What follows belongs to an exercise in optimizing a design on an open flow for small area, a short achievable clock period and few clock cycles per item; a production flow would make more cautious choices. The RTL was checked by simulation tests, not by an equivalence proof against the original design.

Design cvt_gen, start of the top module:
module cvt_gen (
    input  wire        clk,
    input  wire        rst,
    input  wire        i_valid,
    output wire        o_ready,
    input  wire [11:0] i_h_active,
    input  wire [11:0] i_v_active,
    input  wire [7:0]  i_refresh,
    input  wire [7:0]  i_rb,
    input  wire        i_interlaced,
    input  wire        i_margins,
    output wire        o_valid,
    input  wire        i_ready,
    output wire [3:0]  o_status,
    output wire [15:0] o_h_active,
    output wire [15:0] o_h_border,
    output wire [15:0] o_h_front_porch,
    output wire [15:0] o_h_sync,
    output wire [15:0] o_h_back_porch,
    output wire [15:0] o_h_blank,
    output wire [15:0] o_h_total,
    output wire [15:0] o_v_active,
    output wire [15:0] o_v_border,
    output wire [15:0] o_v_front_porch,
    output wire [15:0] o_v_sync,
    output wire [15:0] o_v_back_porch,
    output wire [15:0] o_v_blank,
    output wire [15:0] o_v_total,
    output wire [31:0] o_pixel_clock_khz,
    output wire        o_interlaced,
    output wire        o_h_sync_positive,
    output wire        o_v_sync_positive
);
Size in the first run: ~3700 cells after synthesis, about 300 flip-flops, about 310 I/O pins, roughly 32000 um2 of cells after synthesis.
Settings: LEC_CHECK=0, CAP_MARGIN=20, CORE_MARGIN=2, CORE_UTILIZATION=40, SETUP_SLACK_MARGIN=5, SLEW_MARGIN=20; clock period 12.5 ns.
run.sh (not shown) runs the stock make flow with config.mk's settings and CLKGATE_MAP_FILE= SYNTH_SCRIPT=/design/flow/synth_recipe.tcl, a recipe that flattens the netlist after the stock synthesis.
Testbench counts at the start, summed over its fixed seeds: cycles 103,737, items 3,200.
Then changed:
--- a/flow/design.v
+++ b/flow/design.v
@@ -190,20 +190,21 @@
     wire        avlo  = avd[11];
     wire [11:0] av    = avlo ? avmin : qv1;
     wire [12:0] vt_q  = radd({11'd0, den}, {12'd0, qv1}, 1'b0);
     wire [12:0] vt_m  = radd({11'd0, den}, {12'd0, avmin}, 1'b0);
     wire [12:0] vt_av = avlo ? vt_m : vt_q;
     wire [6:0]  hb_c  = f20 ? tap8[9:3] : Q[6:0];
     wire [9:0]  ht8_s = radd({14'd0, tap8}, {16'd0, hb_c, 1'b0}, 1'b0);
     wire [11:0] vbp_c = radd({12'd0, vb}, {12'hFFF, ~({8'd0, vs} + 12'd3)}, 1'b1);   
     wire [11:0] vfp_c = radd({12'd0, vb}, {12'hFFF, ~12'd14}, 1'b1);                 
     wire [12:0] vtot  = radd({11'd0, den}, {12'd0, vb}, 1'b0);
+    wire [12:0] den_t = radd({12'd0, vr}, {16'd0, Q[6:0], 1'b0}, 1'b0);
     wire [11:0] vr_in = i_interlaced ? {1'b0, i_v_active[11:1]} : i_v_active;
     wire [8:0]  h8_in = i_h_active[11:3];
     wire [3:0]  left_in = (h8_in >= 9'd56)  + (h8_in >= 9'd112) + (h8_in >= 9'd167) +
                           (h8_in >= 9'd223) + (h8_in >= 9'd278) + (h8_in >= 9'd334) +
                           (h8_in >= 9'd389) + (h8_in >= 9'd445) + (h8_in >= 9'd500);
     assign o_ready = (state == S_IDLE) | ((state == S_DONE) & i_ready);
     assign o_valid = (state == S_DONE);
     task start;
         input [3:0] o;
         input [2:0] n1;
@@ -261,22 +262,28 @@
                 end else if (i_margins) begin
                     lmul(O_TOP, {23'd0, vr_in}, {6'b001001, 18'd0}, 3'd3, 5'd7);
                 end else begin
                     state <= S_AV;
                 end
             end
         end else begin
             case (state)
             S_DEN: begin
                 top   <= Q[6:0];
-                den   <= radd({12'd0, vr}, {16'd0, Q[6:0], 1'b0}, 1'b0);
-                state <= is_std ? S_W : S_AV;
+                den   <= den_t;
+                if (is_std) begin
+                    state <= S_W;
+                end else begin
+                    vs  <= vs_c;
+                    ht8 <= radd({14'd0, tap8}, rb1 ? 24'd20 : 24'd10, 1'b0);
+                    lmul(O_AV, {21'd0, T23}, {1'b0, den_t, 10'd0}, 3'd7, 5'd10);
+                end
             end
             S_W: begin
                 if (mreg_pend) mreg <= A[15:0];
                 mreg_pend <= 1'b0;
                 if (mg && mreg_pend) begin
                     lmul(O_TOP, {23'd0, vr}, {6'b001001, 18'd0}, 3'd3, 5'd7);
                 end else begin
                     vs <= vs_c;
                     lmul(O_W, {21'd0, E}, {2'b00, r, 14'd0}, 3'd5, 5'd0);
                 end
Outcome: Utilization rose by 0.96 points. Worst setup slack gets better by 0.0051 ns. Synthesized area came out higher by about 1.4%. Non-clock buffer count climbs by 25. Hold slack degrades by 0.015 ns. Cell area climbs by 2.8%. Wire length goes up by about 1.4%. Fmax barely changes. Critical path depth goes down by 1. Clock-buffer cell count is lower by 4. Die area came out higher by about 1.4%. Final cell count went up by about 3%. Global-route usage went down by 0.53 points.
Testbench counts after the change, summed over its fixed seeds: cycles 103,109, items 3,200.

## re-timing with driven ports
No port has a modelled driver above. Below, the same layouts with a new extraction and two added sets of constraints.
Step 1 sets driving cells, clkbuf_16 on the clock port and buf_2 on the other inputs (assumed; they add their load-dependent delay and slew).
Step 2 times the ports against the registers' clock, not the clock port: input delays grow and output delays shrink by t, the midpoint of the rising clock arrivals with the driver on.
a / b / c = ideal / step 1 / step 2; a / b = the first two.
run	shift t [ns]	setup WS [ns]	cell pins on the clock port's net
the first run	0.646	5.064 / 5.064 / 5.064	1
the second run	0.637	5.069 / 5.069 / 4.612	1
After both steps every run listed still meets setup and hold. The setup slack of the second run, which loses most, moves by 0.000 ns with the drivers and by -0.457 ns with both steps.
